From an optimization exercise on the open Yosys and OpenROAD flow, aimed at small area; shortcuts taken in it are not production practice. Function was checked by simulation only, so behaviour that the tests miss may differ from the original. Power figures rest on the tool's default switching activity, not on a simulated workload.

===== design/flow/design.v =====
module xt_fifo #(
    parameter W = 8
) (
    input  wire           clk,
    input  wire           rst,
    input  wire [1:0]     push_n,    
    input  wire [W-1:0]   push_d,
    input  wire           pop,
    output wire           empty,
    output wire [2:0]     count,
    output reg  [W-1:0]   head,
    output wire [1:0]     rd_at,
    output wire [4*W-1:0] ents
);
    reg [4*W-1:0] mem;
    reg [1:0]     rd_ptr;
    reg [2:0]     cnt;
    wire [1:0] wr_ptr = rd_ptr + cnt[1:0];
    wire       do_pop = pop && (cnt != 0);
    assign empty = (cnt == 0);
    assign count = cnt;
    assign rd_at = rd_ptr;
    assign ents  = mem;
    integer i;
    always @(*) head = mem[W*rd_ptr +: W];
    reg [1:0] off;
    always @(posedge clk) begin
        for (i = 0; i < 4; i = i + 1) begin
            off = i[1:0] - wr_ptr;
            if (off < push_n) mem[W*i +: W] <= push_d;
        end
    end
    always @(posedge clk) begin
        if (rst) begin
            rd_ptr <= 0;
            cnt    <= 0;
        end else begin
            if (do_pop) rd_ptr <= rd_ptr + 1'b1;
            cnt <= cnt + push_n - do_pop;
        end
    end
endmodule
module xt_rxring #(
    parameter CAP = 15,
    parameter AW  = 4,
    parameter CW  = 3
) (
    input  wire          clk,
    input  wire          rst,
    input  wire          push,
    input  wire [CW-1:0] push_c,
    input  wire          consume,      
    input  wire          clr_ovf,      
    output wire          nonempty,
    output reg  [CW-1:0] head,
    output reg           overflow
);
    reg [CW*CAP-1:0] slots;
    reg [AW-1:0]     rd_off;
    reg [AW-1:0]     wr_off;
    wire [AW-1:0] wr_next = wr_off + 1'b1;
    wire [AW-1:0] rd_next = rd_off + 1'b1;
    wire          full    = (wr_next == rd_off);
    wire          put     = push && !full;
    assign nonempty = (rd_off != wr_off);
    integer i;
    always @(*) head = slots[CW*rd_off +: CW];
    always @(posedge clk) begin
        for (i = 0; i < CAP; i = i + 1)
            if (put && wr_off == i) slots[CW*i +: CW] <= push_c;
    end
    always @(posedge clk) begin
        if (rst) begin
            rd_off   <= 0;
            wr_off   <= 0;
            overflow <= 1'b0;
        end else begin
            if (clr_ovf) overflow <= 1'b0;
            if (push && full) overflow <= 1'b1;
            if (put) wr_off <= wr_next;
            if (consume) rd_off <= rd_next;
        end
    end
endmodule
module xmodem_tx (
    input  wire        clk,
    input  wire        rst,
    input  wire        rx_valid,
    input  wire [7:0]  rx_data,
    output wire        tx_valid,
    output wire [7:0]  tx_data,
    input  wire        tx_pop,
    input  wire        tick,
    input  wire        cmd_valid,
    input  wire [7:0]  cmd_op,
    input  wire [15:0] cmd_arg,
    output reg         rsp_valid,
    output reg  [1:0]  rsp_status,
    output reg  [63:0] rsp_data,
    output wire [9:0]  buf_raddr,
    input  wire [7:0]  buf_rdata,
    output wire        irq
);
    localparam [3:0] S_IDLE = 4'd0, S_AWAIT_MODE = 4'd1, S_WAIT_FRAME = 4'd2,
                     S_SEND_HEADER = 4'd3, S_SEND_SEQ = 4'd4, S_SEND_CSEQ = 4'd5,
                     S_SEND_DATA = 4'd6, S_SEND_CHECKSUM = 4'd7, S_AWAIT_ACK = 4'd8,
                     S_AWAIT_EOT_ACK = 4'd9, S_DONE = 4'd10, S_CANCELLED = 4'd11,
                     S_FAILED = 4'd12;
    localparam [1:0] ST_OK = 2'd0, ST_BUSY = 2'd1, ST_INVALID = 2'd2, ST_EMPTY = 2'd3;
    localparam [2:0] K_READY = 3'd0, K_ACKED = 3'd1, K_CANCELLED = 3'd3,
                     K_RETRIES = 3'd4, K_TIMEOUT = 3'd5;
    localparam [7:0] B_SOH = 8'h01, B_STX = 8'h02, B_EOT = 8'h04, B_ACK = 8'h06,
                     B_NAK = 8'h15, B_CAN = 8'h18, B_SUB = 8'h1A, B_C = 8'h43;
    localparam [7:0] ACK_TIMEOUT = 8'd200;
    localparam [3:0] MAX_RETRIES = 4'd10;
    reg [3:0]  state;
    reg        mode;
    reg [7:0]  seq;
    reg [10:0] data_len;
    reg [10:0] sent;
    reg        tidx;
    reg [3:0]  retry;
    reg [31:0] total;
    reg [7:0]  timer;
    reg [15:0] acc;           
    reg        tick_pend;
    reg        rsp_isreg;     
    reg        rsp_isev;      
    reg [1:0]  rsp_idx;
    reg        cap_txe;       
    reg        cap_ovf;
    wire short_f = (data_len != 11'd0) &&
                   (mode ? !data_len[10] : (data_len[10:7] == 4'd0));
    wire       ring_nonempty;
    wire [2:0] ring_head;
    wire       rx_overflow;
    wire [2:0]   txq_count;
    wire         txq_empty;
    wire [7:0]   txq_head;
    wire [1:0]   txq_rd;
    wire [31:0]  txq_ents;
    wire [2:0]   evq_count;
    wire         evq_empty;
    wire [32:0]  evq_head;
    wire [1:0]   evq_rd;
    wire [131:0] evq_ents;
    wire tx_full = txq_count[2];
    wire tx_lt3  = txq_count[2] | txq_count[1];      
    wire ev_full = evq_count[2];
    wire [2:0] rx_cls = {rx_data == B_CAN,
                         rx_data == B_NAK || rx_data == B_ACK,
                         rx_data == B_C   || rx_data == B_ACK};
    wire h_can = ring_head[2];
    wire h_nak = ring_head[1] & ~ring_head[0];
    wire h_ack = ring_head[1] &  ring_head[0];
    wire h_c   = ~ring_head[1] & ring_head[0];
    function [15:0] crc_byte;
        input [15:0] c;
        input [7:0]  d;
        reg   [7:0]  x;
        begin
            x = c[15:8] ^ d;
            x = x ^ {4'h0, x[7:4]};
            crc_byte = {c[7:0], 8'h00} ^ {x[3:0], 12'h000} ^ {3'b000, x, 5'b00000} ^ {8'h00, x};
        end
    endfunction
    wire st_idle  = (state == S_IDLE);
    wire st_mode  = (state == S_AWAIT_MODE);
    wire st_wait  = (state == S_WAIT_FRAME);
    wire st_hdr   = (state == S_SEND_HEADER);
    wire st_seq   = (state == S_SEND_SEQ);
    wire st_cseq  = (state == S_SEND_CSEQ);
    wire st_data  = (state == S_SEND_DATA);
    wire st_cks   = (state == S_SEND_CHECKSUM);
    wire st_ack   = (state == S_AWAIT_ACK);
    wire st_eot   = (state == S_AWAIT_EOT_ACK);
    wire st_ackish = st_ack | st_eot;
    wire active   = (state >= S_AWAIT_MODE) && (state <= S_AWAIT_EOT_ACK);
    wire in_send  = (state >= S_SEND_HEADER) && (state <= S_SEND_CHECKSUM);
    wire retry_max = (retry == MAX_RETRIES);
    wire timer_one = (timer == 8'd1);
    wire timer_nz  = (timer != 8'd0);
    wire last_data = mode ? (sent[9:0] == 10'h3FF) : (sent[6:0] == 7'h7F);
    wire op_read   = (cmd_op == 8'h01);
    wire op_pop    = (cmd_op == 8'h03);
    wire op_start  = (cmd_op == 8'h30);
    wire op_send   = (cmd_op == 8'h31);
    wire op_over   = (cmd_op == 8'h32);
    wire op_cancel = (cmd_op == 8'h33);
    wire op_clr    = (cmd_op == 8'h34);
    wire arg_bad   = (cmd_arg == 16'd0) ||
                     (mode ? (cmd_arg > 16'd1024) : (cmd_arg > 16'd128));
    wire pop_arg   = (cmd_arg[7:0] == 8'd2);
    wire c_start  = cmd_valid & op_start & ~active;
    wire c_send   = cmd_valid & op_send & st_wait & ~arg_bad;
    wire c_over   = cmd_valid & op_over & st_wait & ~tx_full;
    wire c_cancel = cmd_valid & op_cancel & active & ~tx_lt3;
    wire c_pop    = cmd_valid & op_pop & pop_arg & ~evq_empty;
    wire c_clr    = cmd_valid & op_clr;
    reg [1:0] n_rsp_status;
    always @(*) begin
        n_rsp_status = ST_INVALID;
        if (op_read) begin
            if (cmd_arg[7:0] >= 8'h06 && cmd_arg[7:0] <= 8'h09) n_rsp_status = ST_OK;
        end else if (op_pop) begin
            if (pop_arg) n_rsp_status = evq_empty ? ST_EMPTY : ST_OK;
        end else if (op_start) begin
            n_rsp_status = active ? ST_BUSY : ST_OK;
        end else if (op_send) begin
            if (active) n_rsp_status = !st_wait ? ST_BUSY : (arg_bad ? ST_INVALID : ST_OK);
        end else if (op_over) begin
            if (active) n_rsp_status = (!st_wait || tx_full) ? ST_BUSY : ST_OK;
        end else if (op_cancel) begin
            if (active) n_rsp_status = tx_lt3 ? ST_BUSY : ST_OK;
        end else if (op_clr) begin
            n_rsp_status = ST_OK;
        end
    end
    wire [3:0] n_rsp_reg = {4{cmd_valid & op_read}} &
                           {cmd_arg[7:0] == 8'h09, cmd_arg[7:0] == 8'h08,
                            cmd_arg[7:0] == 8'h07, cmd_arg[7:0] == 8'h06};
    wire t_go  = ~cmd_valid & tick_pend & ~(timer_one & (tx_lt3 | ev_full));
    wire t_dec = t_go & timer_nz;           
    wire t_exp = t_go & timer_one;
    wire b_go = ~cmd_valid & ~t_go & ring_nonempty;
    wire b_ready = b_go & st_mode & (h_c | h_nak) & ~ev_full;
    wire b_can   = b_go & active & h_can & ~ev_full;
    wire b_ack   = b_go & st_ack & h_ack & ~ev_full & ~(short_f & tx_full);
    wire b_done  = b_go & st_eot & h_ack & ~ev_full;
    wire b_exh   = b_go & st_ackish & h_nak & retry_max & ~tx_lt3 & ~ev_full;
    wire b_nakr  = b_go & st_ack & h_nak & ~retry_max;
    wire b_eotn  = b_go & st_eot & h_nak & ~retry_max & ~tx_full;
    wire b_oth   = b_go & st_ackish & ~h_can & ~h_ack & ~h_nak;
    wire held    = (st_mode & (h_c | h_nak) & ev_full) |
                   (active & h_can & ev_full) |
                   (st_ack & h_ack & (ev_full | (short_f & tx_full))) |
                   (st_eot & h_ack & ev_full) |
                   (st_ackish & h_nak & retry_max & (tx_lt3 | ev_full)) |
                   (st_eot & h_nak & ~retry_max & tx_full);
    wire consume = b_go & ~held;
    wire e_go   = ~cmd_valid & ~t_go & ~consume & in_send & ~tx_full;
    wire e_data = e_go & st_data;
    wire e_cks  = e_go & st_cks;
    wire e_end  = e_cks & (~mode | tidx);   
    wire [7:0] data_byte = (sent < data_len) ? buf_rdata : B_SUB;
    wire [15:0] crc_nx   = crc_byte(acc, data_byte);
    wire [7:0]  sum_nx   = acc[7:0] + data_byte;
    reg [7:0] e_byte;
    always @(*) begin
        case (state[2:0])
            3'd3:    e_byte = {6'd0, mode, ~mode};
            3'd4:    e_byte = seq;
            3'd5:    e_byte = ~seq;
            3'd6:    e_byte = data_byte;
            default: e_byte = (mode & ~tidx) ? acc[15:8] : acc[7:0];
        endcase
    end
    wire push_can = c_cancel | t_exp | b_exh;
    wire push_eot = c_over | (b_ack & short_f) | b_eotn;
    wire [1:0] tx_push_n = push_can ? 2'd3 : {1'b0, push_eot | e_go};
    wire [7:0] tx_push_b = e_go ? e_byte : (push_can ? B_CAN : B_EOT);
    wire ev_push = b_ready | b_can | b_ack | b_done | b_exh | t_exp;
    wire [2:0] ev_kind = b_ack ? K_ACKED : b_can ? K_CANCELLED : b_exh ? K_RETRIES :
                         t_exp ? K_TIMEOUT : K_READY;
    wire [7:0] ev_seq  = b_ready ? {7'd0, h_c} : seq;
    wire [32:0] ev_rec = b_done ? {1'b1, total} :
                         {1'b0, 10'd0, data_len & {11{b_ack}}, ev_seq, ev_kind, short_f & b_ack};
    reg [3:0] n_state;
    always @(*) begin
        n_state = state;
        if (c_start)                 n_state = S_AWAIT_MODE;
        if (c_send | b_nakr)         n_state = S_SEND_HEADER;
        if (c_over)                  n_state = S_AWAIT_EOT_ACK;
        if (c_cancel | b_can)        n_state = S_CANCELLED;
        if (t_exp | b_exh)           n_state = S_FAILED;
        if (b_ready)                 n_state = S_WAIT_FRAME;
        if (b_ack)                   n_state = short_f ? S_AWAIT_EOT_ACK : S_WAIT_FRAME;
        if (b_done)                  n_state = S_DONE;
        if (e_go & (st_hdr | st_seq | st_cseq)) n_state = state + 4'd1;
        if (e_data & last_data)      n_state = S_SEND_CHECKSUM;
        if (e_end)                   n_state = S_AWAIT_ACK;
    end
    wire tmr_load = c_over | b_oth | (b_ack & short_f) | b_eotn | e_end;
    wire tmr_zero = c_cancel | b_can | b_exh | b_done | (b_ack & ~short_f) | b_nakr;
    always @(posedge clk) begin
        if (rst) begin
            state      <= S_IDLE;
            mode       <= 1'b0;
            seq        <= 8'h01;
            data_len   <= 11'd0;
            sent       <= 11'd0;
            tidx       <= 1'b0;
            retry      <= 4'd0;
            total      <= 32'd0;
            timer      <= 8'd0;
            tick_pend  <= 1'b0;
            rsp_valid  <= 1'b0;
        end else begin
            state <= n_state;
            if (c_start)      mode <= 1'b0;
            else if (b_ready) mode <= h_c;
            if (c_start)      seq <= 8'h01;
            else if (b_ack)   seq <= seq + 8'd1;
            if (c_start)      data_len <= 11'd0;
            else if (c_send)  data_len <= cmd_arg[10:0];
            if (c_start | c_send | b_nakr) sent <= 11'd0;
            else if (e_data)  sent <= sent + 11'd1;
            if (c_start)      tidx <= 1'b0;
            else if (e_cks & mode) tidx <= ~tidx;
            if (c_start | b_ack) retry <= 4'd0;
            else if (b_nakr | b_eotn) retry <= retry + 4'd1;
            if (c_start)      total <= 32'd0;
            else if (b_ack)   total <= total + {21'd0, data_len};
            if (tmr_load)      timer <= ACK_TIMEOUT;
            else if (tmr_zero) timer <= 8'd0;
            else if (t_dec)    timer <= timer - 8'd1;
            tick_pend <= (tick_pend & ~t_go) | tick;
            rsp_valid <= cmd_valid;
        end
    end
    always @(posedge clk) begin
        if (e_go & st_cseq) acc <= 16'h0000;
        else if (e_data)    acc <= mode ? crc_nx : {8'h00, sum_nx};
        rsp_status <= n_rsp_status;
        rsp_isreg  <= |n_rsp_reg;
        rsp_isev   <= c_pop;
        rsp_idx    <= c_pop ? evq_rd : cmd_arg[1:0] ^ 2'b10;    
        cap_txe    <= txq_empty;
        cap_ovf    <= rx_overflow;
    end
    assign buf_raddr = sent[9:0];
    wire [3:0]  rsp_reg = {4{rsp_isreg}} & (4'b0001 << rsp_idx);
    wire [3:0]  rsp_ev  = {4{rsp_isev}} & (4'b0001 << rsp_idx);
    reg  [32:0] evo;
    integer     ei;
    always @(*) begin
        evo = 33'd0;
        for (ei = 0; ei < 4; ei = ei + 1)
            if (rsp_ev[ei]) evo = evo | evq_ents[33*ei +: 33];
    end
    wire        ev_any  = |rsp_ev;
    wire        ev_done = evo[32];
    always @(*) begin
        rsp_data = 64'd0;
        if (rsp_reg[0]) rsp_data = rsp_data | {32'd0, 6'd0, cap_txe, tidx, 4'd0, retry, seq,
                                               timer_nz, cap_ovf, short_f, mode, state};
        if (rsp_reg[1]) rsp_data = rsp_data | {32'd0, 5'd0, data_len, 5'd0, sent};
        if (rsp_reg[2]) rsp_data = rsp_data | {32'd0, total};
        if (rsp_reg[3]) rsp_data = rsp_data | {56'd0, timer};
        if (ev_done)    rsp_data = rsp_data | {evo[31:0], 24'd0, 8'h32};
        else if (ev_any)
                        rsp_data = rsp_data | {31'd0, evo[0], 5'd0, evo[22:12], evo[11:4],
                                               5'b00110, evo[3:1]};
    end
    xt_rxring #(.CAP(16), .AW(4), .CW(3)) u_ring (
        .clk      (clk),
        .rst      (rst),
        .push     (rx_valid),
        .push_c   (rx_cls),
        .consume  (consume),
        .clr_ovf  (c_clr),
        .nonempty (ring_nonempty),
        .head     (ring_head),
        .overflow (rx_overflow)
    );
    xt_fifo #(.W(8)) u_txq (
        .clk     (clk),
        .rst     (rst),
        .push_n  (tx_push_n),
        .push_d  (tx_push_b),
        .pop     (tx_pop),
        .empty   (txq_empty),
        .count   (txq_count),
        .head    (txq_head),
        .rd_at   (txq_rd),
        .ents    (txq_ents)
    );
    xt_fifo #(.W(33)) u_evq (
        .clk     (clk),
        .rst     (rst),
        .push_n  ({1'b0, ev_push}),
        .push_d  (ev_rec),
        .pop     (c_pop),
        .empty   (evq_empty),
        .count   (evq_count),
        .head    (evq_head),
        .rd_at   (evq_rd),
        .ents    (evq_ents)
    );
    assign tx_valid = !txq_empty;
    assign tx_data  = txq_head;
    assign irq      = !evq_empty;
endmodule

===== design/flow/flow/equiv.ys =====
# Prove the re-mapped netlist (@NEW@) equal to the standard one (@REF@),
# registers paired by instance name (only the ports and the registers'
# state keep their names, so nothing else is paired).
read_liberty -ignore_miss_func -overwrite @LIB@
read_verilog @REF@
rename xmodem_tx gold
read_verilog @NEW@
rename xmodem_tx gate
flatten
opt_clean
rename -hide w:* i:* o:* %u %d w:*.IQ %d
equiv_make gold gate eq
hierarchy -top eq
equiv_simple
equiv_induct
equiv_status -assert

===== design/flow/flow/run.sh =====
#!/bin/bash
# The standard ORFS layout with three changes:
#  - after the standard synthesis (unchanged), its combinational logic
#    is mapped again by ABC for area (flow/resyn.ys, six passes with
#    flow/area.abc and flow/area2.abc, the smallest kept); the registers are left
#    untouched, and the result is proven equal to the standard netlist
#    (flow/equiv.ys) before it replaces it;
#  - the smallest buffer on the ports;
#  - small clock-tree buffers and no CTS dummy loads.
# Each tool writes its full output to a log file here (and ORFS's own logs
# under orfs/logs).
set -euo pipefail
here=$PWD
lib=$FLOW_HOME/platforms/$FLOW_PLATFORM/lib/sky130_fd_sc_hd__tt_025C_1v80.lib
res=$here/orfs/results/$FLOW_PLATFORM/xmodem_tx/base
export BUFFER_PORTS_ARGS="-buffer_cell sky130_fd_sc_hd__buf_1"
export CTS_ARGS="-sink_clustering_enable -repair_clock_nets -sink_clustering_size 10 -sink_clustering_max_diameter 40 -buf_list sky130_fd_sc_hd__clkbuf_4 -dont_use_dummy_load"

bash standard.sh synth > make_synth.log 2>&1
cp "$res/1_2_yosys.v" ref_netlist.v

# six passes, alternating two ABC scripts; the smallest netlist is kept
in=ref_netlist.v
best=
best_area=
pass=0
for abc in area.abc area2.abc area.abc area2.abc area.abc area2.abc; do
  pass=$((pass + 1))
  sed -e "s|@IN@|$here/$in|; s|@OUT@|$here/resyn_$pass.v|g; s|@LIB@|$lib|g; s|@ABC@|$here/flow/$abc|; s|@TAG@|$pass|" \
    flow/resyn.ys > resyn_$pass.ys
  yosys -s resyn_$pass.ys > yosys_resyn_$pass.log 2>&1
  in=resyn_$pass.v
  area=$(awk '/Chip area/ {print $NF}' resyn_$pass.v.stat)
  if [[ -z "$best" ]] || awk -v a="$area" -v b="$best_area" 'BEGIN { exit !(a < b) }'; then
    best=resyn_$pass.v
    best_area=$area
  fi
done
echo "kept $best ($best_area um2)" > resyn_kept.txt
in=$best
sed -e "s|@REF@|$here/ref_netlist.v|; s|@NEW@|$here/$in|; s|@LIB@|$lib|" flow/equiv.ys > equiv_run.ys
if yosys -s equiv_run.ys > yosys_equiv.log 2>&1; then
  cp "$in" "$res/1_2_yosys.v"
  rm -f "$res/1_synth.odb" "$res/1_synth.sdc"
else
  echo "re-mapped netlist not proven equal; keeping the standard one" > resyn_skipped.txt
fi

bash standard.sh finish > make_finish.log 2>&1

===== design/flow/standard.sh =====
#!/bin/bash
# synth_recipe.tcl (not shown) runs the flow's synth.tcl, then flattens the netlist and writes it again
# the make line also repeats each setting of config.mk as NAME=value (left out here)
make -C /OpenROAD-flow-scripts/flow DESIGN_CONFIG=/design/flow/config.mk WORK_HOME=/design/flow/orfs CLKGATE_MAP_FILE= SYNTH_SCRIPT=/design/flow/synth_recipe.tcl "${@:-finish}"

===== design/flow/flow/area.abc =====
&get -n
&st
&syn2
&dc2
&dch -f
&nf -R 1000 -p
&st
&syn2
&dc2
&dch -f
&nf -R 1000 -p
&st
&syn2
&dc2
&dch -f
&nf -R 1000 -p
&put
topo
stime -c

===== design/flow/constraint.sdc =====
create_clock -name core_clock -period 8.0 [get_ports {clk}]
set_input_delay 1.6000 -clock core_clock [delete_from_list [all_inputs] [get_ports {clk}]]
set_output_delay 1.6000 -clock core_clock [all_outputs]
set_load 0.01 [all_outputs]

===== design/flow/flow/area2.abc =====
&get -n
&st
&dsdb
&syn2
&dch -f
&nf -R 1000 -p
&st
&syn4
&dch -f
&nf -R 1000 -p
&put
topo
stime -c

===== design/flow/flow/resyn.ys =====
# Re-map the combinational logic of the standard synthesis (@IN@) for
# area. Every register instance is kept as it is (same name, cell and
# connections): the register cells stay black boxes, every other cell is
# replaced by its library function and the logic is mapped again by ABC.
read_liberty -ignore_miss_func -overwrite @LIB@
read_verilog @IN@
hierarchy -top xmodem_tx
blackbox sky130_fd_sc_hd__edfxtp_1 sky130_fd_sc_hd__dfxtp_1
setattr -set keep 1 t:sky130_fd_sc_hd__edfxtp_1 t:sky130_fd_sc_hd__dfxtp_1
flatten
hierarchy -top xmodem_tx
opt -purge
abc -script @ABC@ -liberty @LIB@ -dont_use sky130_fd_sc_hd__lpflow_bleeder_1 -dont_use sky130_fd_sc_hd__lpflow_clkbufkapwr_1 -dont_use sky130_fd_sc_hd__lpflow_clkbufkapwr_16 -dont_use sky130_fd_sc_hd__lpflow_clkbufkapwr_2 -dont_use sky130_fd_sc_hd__lpflow_clkbufkapwr_4 -dont_use sky130_fd_sc_hd__lpflow_clkbufkapwr_8 -dont_use sky130_fd_sc_hd__lpflow_clkinvkapwr_1 -dont_use sky130_fd_sc_hd__lpflow_clkinvkapwr_16 -dont_use sky130_fd_sc_hd__lpflow_clkinvkapwr_2 -dont_use sky130_fd_sc_hd__lpflow_clkinvkapwr_4 -dont_use sky130_fd_sc_hd__lpflow_clkinvkapwr_8 -dont_use sky130_fd_sc_hd__lpflow_decapkapwr_12 -dont_use sky130_fd_sc_hd__lpflow_decapkapwr_3 -dont_use sky130_fd_sc_hd__lpflow_decapkapwr_4 -dont_use sky130_fd_sc_hd__lpflow_decapkapwr_6 -dont_use sky130_fd_sc_hd__lpflow_decapkapwr_8 -dont_use sky130_fd_sc_hd__lpflow_inputiso0n_1 -dont_use sky130_fd_sc_hd__lpflow_inputiso0p_1 -dont_use sky130_fd_sc_hd__lpflow_inputiso1n_1 -dont_use sky130_fd_sc_hd__lpflow_inputiso1p_1 -dont_use sky130_fd_sc_hd__lpflow_inputisolatch_1 -dont_use sky130_fd_sc_hd__lpflow_isobufsrc_1 -dont_use sky130_fd_sc_hd__lpflow_isobufsrc_16 -dont_use sky130_fd_sc_hd__lpflow_isobufsrc_2 -dont_use sky130_fd_sc_hd__lpflow_isobufsrc_4 -dont_use sky130_fd_sc_hd__lpflow_isobufsrc_8 -dont_use sky130_fd_sc_hd__lpflow_isobufsrckapwr_16 -dont_use sky130_fd_sc_hd__lpflow_lsbuf_lh_hl_isowell_tap_1 -dont_use sky130_fd_sc_hd__lpflow_lsbuf_lh_hl_isowell_tap_2 -dont_use sky130_fd_sc_hd__lpflow_lsbuf_lh_hl_isowell_tap_4 -dont_use sky130_fd_sc_hd__lpflow_lsbuf_lh_isowell_4 -dont_use sky130_fd_sc_hd__lpflow_lsbuf_lh_isowell_tap_1 -dont_use sky130_fd_sc_hd__lpflow_lsbuf_lh_isowell_tap_2 -dont_use sky130_fd_sc_hd__lpflow_lsbuf_lh_isowell_tap_4 -dont_use sky130_fd_sc_hd__probe_p_8 -dont_use sky130_fd_sc_hd__probec_p_8 
opt_clean -purge
hilomap -singleton -hicell sky130_fd_sc_hd__conb_1 HI -locell sky130_fd_sc_hd__conb_1 LO
splitnets
insbuf -buf sky130_fd_sc_hd__buf_4 A X
opt_clean -purge
rename -enumerate -pattern rsyn@TAG@_%_
tee -o @OUT@.stat stat -liberty @LIB@
write_verilog -noattr -nohex -nodec @OUT@

===== design/flow/config.mk =====
export PLATFORM = sky130hd
export DESIGN_NAME = xmodem_tx
export DESIGN_NICKNAME = xmodem_tx
export VERILOG_FILES = /design/flow/design.v
export SDC_FILE = /design/flow/constraint.sdc
export NUM_CORES = 4
export LEC_CHECK = 0
export CAP_MARGIN = 20
export CORE_MARGIN = 5
export CORE_UTILIZATION = 40
export SLEW_MARGIN = 20

==> impl_metrics.yaml, run 1 <==
run_status:
  run_status: "no timing/DRC/antenna violations"
worst_setup_path:
  data_arrival_at_the_endpoint_of_the_critical_path_ns: 7.26
  cp_max_fo: 9
  critPathCaptureType: "register"
  r2r_start: "data_len[0]$_SDFFE_PP0P_"
  crit_path_frequent_cell: "sky130_fd_sc_hd__and3_1"
  rr_worst_depth: 29
  cp_startpoint: "data_len[0]$_SDFFE_PP0P_"
  regToRegEndpoint: "total[31]$_SDFFE_PP0N_"
  register_to_register_setup_slack_ns: 1.39
  timing.critical_path.required_ns: 8.65
  timing.critical_path.slowest_cell_delay_ns: 0.41
  crit_type: "register to register"
  worstSetupStartpointType: "register"
  critical-path-slowest-cell: "sky130_fd_sc_hd__dfxtp_1"
layout:
  area.sequential_mm2: 0.00887
  layout-drive-gt1-share_pct: 5.28
  area.growth.synth_to_final_pct: 11.1
  final_nets: 1638
  multi_input_area_mm2: 0.00613
  layout.filler_cells: 3637
place:
  gpl.final_weighted_congestion: 0.922
  dp_worst_setup_slack_ns: 1.31
  hpwlAfterDp_mm: 31.6
  port_buffers: 132
power_and_ir_drop:
  total_power_mw: 2.84
  swShare_pct: 23.4
  maximum_ir_drop_on_the_vdd_rail_mv: 0.104
  seqPwrFrac_pct: 65.4
  clock_power_share_pct: 29.0
  powerDensity_mw_per_mm2: 169
  internal-power_mw: 2.18
  p_leak_nw: 5.67
  power_switching_mw: 0.663
  power.share.combinational_pct: 5.6
floorplanning:
  row_count: 71
  core_area_mm2: 0.0375
  floorplan.initialDensity_pct: 40.2
  num_io_pins: 133
  area_of_the_die_mm2: 0.0417
  chipHeight_um: 204
  die-width_um: 204
detailed_routing:
  drtAntennaViolNets: 0
  totalWireLength_mm: 44.5
  number_of_drc_violations_after_detailed_routing_iteration_0: 1235
  number_of_iterations_in_the_first_detailed_routing_pass: 8
  drc: 0
  vias: 12223
  route.detailed.wl_per_inst_um: 21.2
  detail_route.vias_per_cell: 5.81
sta:
  timing.final.hold_violations: 0
  timing.clock.skew_ns: 0.152
  report.final.setup_viol: 0
  finalCriticalPeriod_ns: 6.61
  worst-slew-pin-transition_ns: 1.17
  timing.final.max_slew_violations: 0
  slew_headroom_pct: 21.3
  timing.fmax_ghz: 0.151
  worst_path_setup_slack_after_routing_ns: 1.39
  grt_setup_unrepaired: "no"
  min_period_over_period_pct: 82.6
  setup_total_negative_slack_ns: 0
min_path:
  timing.hold.worst_endpoint: "cap_ovf$_DFF_P_"
  hold_class: "register to register"
  timing.hold.worst.start: "u_ring.overflow$_SDFFE_PP0P_"
  holdPathStages: 0
clocking:
  cts_max_level: 2
  numCtsBuffers: 49
  clk_pin_slew_worst_paths_ns: 0.10
  cells_resized_by_post_cts_repair: 0
  worstSkewPairLatency_ns: 0.78
  ctsRootBufferMaster: "sky130_fd_sc_hd__clkbuf_4"
  tritoncts: "yes"
  cts.sink_count: 337
  clock_tree.buffer_depth: 3
  holdBufCountCts: 0
  cts.repair_timing.setup_buffer_count: 0
global_routing:
  number_of_global_route_vias_before_repair: 11764
  grt_max_degree: 41
  grt_antenna_before_repair: 3
  globalRouteOverflowTotal: 0
  groute.usage.overall_pct: 20.8
  grt_first_pass_wirelength_mm: 68.4
synthesis:
  post_synthesis_net_count: 1440
  avgSynthCellArea_um2: 10.8
  post_synth_inst_count: 1394
  ys.warnings.count: 4
  netlist_area_mm2: 0.0151
job:
  maxCapViolations: 0
==> cells in the final DEF (no fill, tap or decap), types with 17 or more instances in the layout <==
cell and instances:
sky130_fd_sc_hd__edfxtp_1 212, sky130_fd_sc_hd__nand2_1 171, sky130_fd_sc_hd__nor2_1 152, sky130_fd_sc_hd__buf_1 132
sky130_fd_sc_hd__dfxtp_1 125, sky130_fd_sc_hd__a21oi_1 86, sky130_fd_sc_hd__o21ai_0 70, sky130_fd_sc_hd__nor3_1 60
sky130_fd_sc_hd__a222oi_1 51, sky130_fd_sc_hd__clkbuf_4 49, sky130_fd_sc_hd__xnor2_1 41, sky130_fd_sc_hd__and2_0 34
sky130_fd_sc_hd__and3_1 30, sky130_fd_sc_hd__a22o_1 28, sky130_fd_sc_hd__nor2b_1 27, sky130_fd_sc_hd__buf_4 25
sky130_fd_sc_hd__nand3_1 21, sky130_fd_sc_hd__a22oi_1 21, sky130_fd_sc_hd__xor2_1 20, sky130_fd_sc_hd__nand2b_1 19
sky130_fd_sc_hd__clkinv_1 19, sky130_fd_sc_hd__a211oi_1 18, sky130_fd_sc_hd__o22ai_1 17
==> layer usage <==
metal  part of all wire (%)  GRT usage (%)
met1                     43           28.0
met2                     47           34.7
met5                  0.045              0
met4                    2.8           6.17
met3                    7.3           3.63
==> how the worst max path moves through the flow <==
| stage | end | slack, ns | cells after the start |
|---|---|---|---|
| 3_5_place_dp | total[31]$_SDFFE_PP0N_ | 1.31 | 23 |
| 6_report | total[31]$_SDFFE_PP0N_ | 1.39 | 29 |
| 2_1_floorplan | total[31]$_SDFFE_PP0N_ | 1.86 | 22 |
| 4_1_cts | total[31]$_SDFFE_PP0N_ | 1.45 | 29 |
| 3_3_place_gp | total[31]$_SDFFE_PP0N_ | 1.48 | 23 |
| 5_1_grt | total[31]$_SDFFE_PP0N_ | 0.76 | 26 |
==> stage by stage <==
step / cells / cell area (um2) / hold slack, ns / utilization [%]
6_report: 2102 / 16800 / 0.340 / 44.7
3_5_place_dp: 2052 / 16400 / 0.368 / 43.7
5_1_grt: 2102 / 16800 / 0.348 / 44.7
4_1_cts: 2101 / 16800 / 0.343 / 44.7
3_3_place_gp: 2052 / 16400 / 0.356 / 43.7
2_1_floorplan: 1394 / 15100 / 0.330 / -
==> state kept, by name, indices dropped and copies added (netlist names), 2 cells and up <==
register       flops
acc               16
rsp_idx            2
u_evq.mem        132
u_txq.rd_ptr       2
u_ring.slots      48
u_ring.wr_off      4
state              4
u_txq.mem         32
u_evq.cnt          3
total             32
timer              8
data_len          11
u_ring.rd_off      4
sent              11
u_txq.cnt          3
retry              4
seq                8
u_evq.rd_ptr       2
rsp_status         2
==> power groups by stage <==
| stage | clock network, mW | registers [mW] | logic, mW |
|---|---|---|---|
| detailed placement | 0 | 1.90 | 0.156 |
| finish | 0.824 | 1.86 | 0.158 |
| global placement | 0 | 1.90 | 0.152 |
| floorplan | 0 | 1.89 | 0.101 |
| CTS | 0.861 | 1.86 | 0.157 |
| global route | 0.933 | 1.86 | 0.174 |
==> worst max-delay path, delay by kind of cell (launching register included) <==
kind            cells  cell delay (ns)
simple gates       16             2.91
fa+ha+maj           4             1.61
compound gates      8             1.38
flops               1             0.41
xor+xnor            1             0.15
==> cell type report <==
| cell class | count | area share, % |
|---|---|---|
| flip-flops and latches | 337 | 52.9 |
| clock buffers | 49 | 2.19 |
| repair buffers | 157 | 4.08 |
| inverters | 19 | 0.426 |
| diodes | 1 | 0.0149 |
| multi-input cells | 1028 | 36.6 |
| well taps | 511 | 3.81 |
==> run 2, diff against run 1 <==
--- a/design/flow/design.v
+++ b/design/flow/design.v
@@ -3,17 +3,21 @@
 ) (
-    input  wire           clk,
-    input  wire           rst,
-    input  wire [1:0]     push_n,    
-    input  wire [W-1:0]   push_d,
-    input  wire           pop,
-    output wire           empty,
-    output wire [2:0]     count,
-    output reg  [W-1:0]   head,
-    output wire [1:0]     rd_at,
+    input  wire         clk,
+    input  wire         rst,
+    input  wire [1:0]   push_n,    
+    input  wire [W-1:0] push_d,
+    input  wire         pop,
+    output wire         empty,
+    output wire [2:0]   count,
+    output wire [W-1:0] head,
+    output wire [W-1:0] prev,
+    output wire [1:0]   rd_at,
     output wire [4*W-1:0] ents
 );
-    reg [4*W-1:0] mem;
-    reg [1:0]     rd_ptr;
-    reg [2:0]     cnt;
+    reg [W-1:0] mem [0:3];
+    reg [1:0]   rd_ptr;
+    reg [2:0]   cnt;
     wire [1:0] wr_ptr = rd_ptr + cnt[1:0];
+    wire [1:0] pv_ptr = rd_ptr - 1'b1;
+    wire [1:0] wr_p1  = wr_ptr + 2'd1;
+    wire [1:0] wr_p2  = wr_ptr + 2'd2;
     wire       do_pop = pop && (cnt != 0);
@@ -21,12 +25,10 @@
     assign count = cnt;
+    assign head  = mem[rd_ptr];
+    assign prev  = mem[pv_ptr];
     assign rd_at = rd_ptr;
-    assign ents  = mem;
-    integer i;
-    always @(*) head = mem[W*rd_ptr +: W];
-    reg [1:0] off;
+    assign ents  = {mem[3], mem[2], mem[1], mem[0]};
     always @(posedge clk) begin
-        for (i = 0; i < 4; i = i + 1) begin
-            off = i[1:0] - wr_ptr;
-            if (off < push_n) mem[W*i +: W] <= push_d;
-        end
+        if (push_n >= 2'd1) mem[wr_ptr]        <= push_d;
+        if (push_n >= 2'd2) mem[wr_p1] <= push_d;
+        if (push_n >= 2'd3) mem[wr_p2] <= push_d;
     end
@@ -54,18 +56,16 @@
     output wire          nonempty,
-    output reg  [CW-1:0] head,
+    output wire [CW-1:0] head,
     output reg           overflow
 );
-    reg [CW*CAP-1:0] slots;
-    reg [AW-1:0]     rd_off;
-    reg [AW-1:0]     wr_off;
-    wire [AW-1:0] wr_next = wr_off + 1'b1;
-    wire [AW-1:0] rd_next = rd_off + 1'b1;
-    wire          full    = (wr_next == rd_off);
+    reg [CW-1:0] buf_mem [0:CAP-1];
+    reg [AW-1:0] rd_off;
+    reg [AW-1:0] wr_off;
+    reg          full;
+    wire [AW-1:0] wr_next = (wr_off == CAP - 1) ? {AW{1'b0}} : wr_off + 1'b1;
+    wire [AW-1:0] rd_next = (rd_off == CAP - 1) ? {AW{1'b0}} : rd_off + 1'b1;
     wire          put     = push && !full;
-    assign nonempty = (rd_off != wr_off);
-    integer i;
-    always @(*) head = slots[CW*rd_off +: CW];
+    assign nonempty = (rd_off != wr_off) || full;
+    assign head     = buf_mem[rd_off];
     always @(posedge clk) begin
-        for (i = 0; i < CAP; i = i + 1)
-            if (put && wr_off == i) slots[CW*i +: CW] <= push_c;
+        if (put) buf_mem[wr_off] <= push_c;
     end
@@ -75,2 +75,3 @@
             wr_off   <= 0;
+            full     <= 1'b0;
             overflow <= 1'b0;
@@ -81,2 +82,4 @@
             if (consume) rd_off <= rd_next;
+            if (consume) full <= 1'b0;
+            else if (put && wr_next == rd_off) full <= 1'b1;
         end
@@ -126,5 +129,4 @@
     reg        tick_pend;
-    reg        rsp_isreg;     
-    reg        rsp_isev;      
-    reg [1:0]  rsp_idx;
+    reg [3:0]  rsp_reg;       
+    reg [3:0]  rsp_ev;        
     reg        cap_txe;       
@@ -139,2 +141,3 @@
     wire [7:0]   txq_head;
+    wire [7:0]   txq_prev;
     wire [1:0]   txq_rd;
@@ -144,2 +147,3 @@
     wire [32:0]  evq_head;
+    wire [32:0]  evq_prev;
     wire [1:0]   evq_rd;
@@ -221,2 +225,4 @@
                             cmd_arg[7:0] == 8'h07, cmd_arg[7:0] == 8'h06};
+    wire [3:0] n_rsp_ev  = {4{c_pop}} & {evq_rd == 2'd3, evq_rd == 2'd2,
+                                         evq_rd == 2'd1, evq_rd == 2'd0};
     wire t_go  = ~cmd_valid & tick_pend & ~(timer_one & (tx_lt3 | ev_full));
@@ -324,5 +330,4 @@
         rsp_status <= n_rsp_status;
-        rsp_isreg  <= |n_rsp_reg;
-        rsp_isev   <= c_pop;
-        rsp_idx    <= c_pop ? evq_rd : cmd_arg[1:0] ^ 2'b10;    
+        rsp_reg    <= n_rsp_reg;
+        rsp_ev     <= n_rsp_ev;
         cap_txe    <= txq_empty;
@@ -331,4 +336,2 @@
     assign buf_raddr = sent[9:0];
-    wire [3:0]  rsp_reg = {4{rsp_isreg}} & (4'b0001 << rsp_idx);
-    wire [3:0]  rsp_ev  = {4{rsp_isev}} & (4'b0001 << rsp_idx);
     reg  [32:0] evo;
@@ -354,3 +357,3 @@
     end
-    xt_rxring #(.CAP(16), .AW(4), .CW(3)) u_ring (
+    xt_rxring #(.CAP(15), .AW(4), .CW(3)) u_ring (
         .clk      (clk),
@@ -374,2 +377,3 @@
         .head    (txq_head),
+        .prev    (txq_prev),
         .rd_at   (txq_rd),
@@ -386,2 +390,3 @@
         .head    (evq_head),
+        .prev    (evq_prev),
         .rd_at   (evq_rd),
==> design/flow/run.sh (new file) <==
#!/bin/bash
# synth_recipe.tcl (not shown) runs the flow's synth.tcl, then flattens the netlist and writes it again
# the make line also repeats each setting of config.mk as NAME=value (left out here)
make -C /OpenROAD-flow-scripts/flow DESIGN_CONFIG=/design/flow/config.mk WORK_HOME=/design/flow/orfs CLKGATE_MAP_FILE= SYNTH_SCRIPT=/design/flow/synth_recipe.tcl finish
removed: design/flow/flow/run.sh
removed: design/flow/flow/area.abc
removed: design/flow/flow/area2.abc
removed: design/flow/flow/equiv.ys
removed: design/flow/flow/resyn.ys
removed: design/flow/standard.sh
==> run 2 against run 1 <==
Utilization grew 3.0 points. Wire length grew 12%. Synthesized area grew 15%. Global-route usage shrank 0.38 points. Sequential power grew 8%. Worst hold slack gained 0.018 ns. Final area grew 22%. Largest cell class unchanged. Highest routed layer is now met4.
==> impl_metrics.yaml, run 2 <==
synthesis:
  avgSynthCellArea_um2: 10.8
  netlist_area_mm2: 0.0173
  postSynth.asyncResetShare_pct: 0
  number_of_synthesized_flops_with_an_enable_pin: 209
  synth.distinct_cells: 95
  seq_area_frac_synth_pct: 52.0
  post_synth_main_area_contributors: "sky130_fd_sc_hd__edfxtp_1, sky130_fd_sc_hd__dfxtp_1, sky130_fd_sc_hd__ha_1"
  synth_ff_type: "sky130_fd_sc_hd__edfxtp_1"
  yosys_register_bits: 345
  synthTopCellsByCount: "sky130_fd_sc_hd__edfxtp_1, sky130_fd_sc_hd__nor2_1, sky130_fd_sc_hd__dfxtp_1"
  synth.top_cell.area_share_pct: 36.3
  post_synth_inst_count: 1596
  post_synthesis_net_count: 1700
  yosys.cell_count.top_type: "sky130_fd_sc_hd__edfxtp_1"
  ys.warnings.count: 4
  cell_taking_the_most_area_after_synthesis: "sky130_fd_sc_hd__edfxtp_1"
place:
  hpwlAfterDp_mm: 35.8
  gpl.final_weighted_congestion: 0.945
  port_buffers: 132
  postPlaceCellArea_mm2: 0.0191
detailed_routing:
  number_of_iterations_in_the_first_detailed_routing_pass: 5
  vias: 13169
  route.detailed.wl_per_inst_um: 21.6
  drtAntennaViolNets: 0
  number_of_drc_violations_after_detailed_routing_iteration_0: 1059
  detail_route.vias_per_cell: 5.71
  drc: 0
  totalWireLength_mm: 49.8
power_and_ir_drop:
  swShare_pct: 23.7
  powerDensity_mw_per_mm2: 210
  p_leak_nw: 6.94
  power_switching_mw: 1.02
  power.share.combinational_pct: 10.0
  maximum_ir_drop_on_the_vdd_rail_mv: 0.120
  total_power_mw: 4.30
  internal-power_mw: 3.28
  clock_power_share_pct: 43.3
  seqPwrFrac_pct: 46.7
sta:
  slew_headroom_pct: 27.8
  setup_total_negative_slack_ns: 0
  timing.final.max_slew_violations: 0
  timing.clock.skew_ns: 0.0186
  timing.fmax_ghz: 0.187
  finalCriticalPeriod_ns: 5.34
  grt_setup_unrepaired: "no"
  min_period_over_period_pct: 66.8
  report.final.setup_viol: 0
  timing.final.hold_violations: 0
  worst-slew-pin-transition_ns: 1.08
floorplanning:
  floorplan.initialDensity_pct: 40.3
  row_count: 76
  chipHeight_um: 218
  die-width_um: 218
  num_io_pins: 133
  core_area_mm2: 0.0430
  area_of_the_die_mm2: 0.0475
layout:
  layout.cells.most_common_list: "sky130_fd_sc_hd__edfxtp_1, sky130_fd_sc_hd__nor2_1, sky130_fd_sc_hd__dfxtp_1, sky130_fd_sc_hd__clkdlybuf4s50_1, sky130_fd_sc_hd__nand2_1"
  biggestRegsByFlops: "u_evq.mem: 132 flops, u_ring.buf_mem: 45 flops"
  final_nets: 1796
  largest_register: "u_evq.mem"
  stdcell_area_mm2: 0.0205
  final_common_cell: "sky130_fd_sc_hd__edfxtp_1"
  largest_reg_flops: 132
  area.growth.synth_to_final_pct: 18.4
  layout-drive-gt1-share_pct: 8.65
  final_util_pct: 47.7
  total_inserted_antenna_cells: 0
clocking:
  cts_max_level: 2
  ctsRootBufferMaster: "sky130_fd_sc_hd__clkbuf_16"
  tritoncts: "yes"
  cells_resized_by_post_cts_repair: 0
  cts.sink_count: 345
  numCtsBuffers: 39
  cts.repair_timing.setup_buffer_count: 0
  holdBufCountCts: 0
  clock_tree.buffer_depth: 3
  worstSkewPairLatency_ns: 0.53
  clk_pin_slew_worst_paths_ns: 0.06
min_path:
  hold_class: "register to register"
  timing.hold.worst_endpoint: "cap_ovf$_DFF_P_"
  holdPathStages: 0
  timing.hold.worst.start: "u_ring.overflow$_SDFFE_PP0P_"
worst_setup_path:
  data_arrival_at_the_endpoint_of_the_critical_path_ns: 5.75
  rr_worst_depth: 14
  timing.critical_path.required_ns: 8.40
  regToRegEndpoint: "u_txq.cnt[1]$_SDFF_PP0_"
  worstSetupStartpointType: "register"
  register_to_register_setup_slack_ns: 2.66
  critPathCaptureType: "register"
  crit_type: "register to register"
  cp_max_fo: 16
run_status:
  run_status: "no timing/DRC/antenna violations"
global_routing:
  groute.usage.overall_pct: 20.5
  number_of_global_route_vias_before_repair: 12777
  grt_first_pass_wirelength_mm: 76.6
  globalRouteOverflowTotal: 0
  grt_antenna_before_repair: 0
  grt_max_degree: 45
job:
  maxCapViolations: 0
==> run 2: final cells by class <==
cell class	count	area, um2
fill	4029	22500
sequential	345	9000
multi-input combinational	1097	7700
timing repair buffer	158	1530
clock buffer	55	1110
tap	585	732
clock inverter	17	241
inverter	51	191
==> run 2: cells by family after synthesis <==
kind of cell,synth area share (%)
xor gates and xnor gates,4.89
buffers and inverters,3.87
and+or+nand+nor,15.2
muxes,4.04
AOI/OAI and AO/OA,15.7
adders and majority gates,4.37
DFF,52.0
==> run 2: critical path: stages, from the launching register on <==
cell                       delay [ns]
sky130_fd_sc_hd__dfxtp_1         0.77
sky130_fd_sc_hd__mux4_2          0.60
sky130_fd_sc_hd__mux4_2          0.51
sky130_fd_sc_hd__ha_1            0.31
sky130_fd_sc_hd__nand2b_1        0.14
sky130_fd_sc_hd__o22ai_1         0.09
sky130_fd_sc_hd__and3_2          0.24
sky130_fd_sc_hd__a311o_4         0.42
sky130_fd_sc_hd__o311ai_4        0.63
sky130_fd_sc_hd__nor4b_4         0.46
sky130_fd_sc_hd__ha_1            0.30
sky130_fd_sc_hd__inv_1           0.05
sky130_fd_sc_hd__ha_1            0.15
sky130_fd_sc_hd__fa_1            0.40
sky130_fd_sc_hd__nor2b_1         0.13
==> run 2: power groups by stage <==
stage / Clock (mW) / Combinational, mW / Sequential (mW)
2_1_floorplan: 0 / 0.329 / 2.00
3_3_place_gp: 0 / 0.428 / 2.04
3_5_place_dp: 0 / 0.433 / 2.05
4_1_cts: 1.90 / 0.436 / 2.01
5_1_grt: 1.98 / 0.477 / 2.02
6_report: 1.86 / 0.432 / 2.01
==> run 2: per-stage QoR <==
step	cells	hold slack [ns]	setup slack, ns
after floorplan	1596	0.332	2.51
after global placement	2235	0.341	2.79
after detailed placement	2236	0.347	2.65
after CTS	2308	0.359	2.63
after global routing	2308	0.364	2.41
final	2308	0.358	2.66
==> run 2: worst max path at each step <==
stage / startpoint / end
6_report: register / u_txq.cnt[1]$_SDFF_PP0_
5_1_grt: register / u_txq.cnt[1]$_SDFF_PP0_
4_1_cts: register / u_txq.cnt[1]$_SDFF_PP0_
3_5_place_dp: register / u_txq.cnt[1]$_SDFF_PP0_
3_3_place_gp: register / u_txq.cnt[1]$_SDFF_PP0_
2_1_floorplan: register / u_evq.mem[0][0]$_DFFE_PP_
==> run 2: metal layers <==
metal	up-vias	share of wire [%]	track usage [%]
met4	0	2.1	4.73
met2	467	48	34.4
met5	-	0	0
met3	86	6.1	2.76
li1	6165	-	-
met1	6451	43	28.3

separate check: timing with driven ports:
No port has a modelled driver above. Below, the same layouts with a new extraction and two added sets of constraints. Step 1, drivers: a clkbuf_16 drives clk and a buf_2 each remaining input, both assumed. Step 2, shift: input delay + t, output delay - t, t = (earliest + latest rising clock arrival at the registers) / 2. This alone moves slack from input paths to output paths. Slacks: ideal / step 1 / step 2; pairs: ideal / step 1.
run | t, ns | setup WS [ns] | hold slack, ns | clock arrival spread, ns
run 1 | 0.746 | 1.389 / 1.389 / 1.249 | 0.340 / 0.340 / 0.340 | 0.153 / 0.153
run 2 | 0.578 | 2.657 / 2.657 / 2.657 | 0.358 / 0.358 / 0.358 | 0.018 / 0.018
After both steps every run listed still meets setup and hold. For run 1, which loses most, drivers alone change the setup slack by 0.000 ns; drivers and shift together by -0.140 ns.
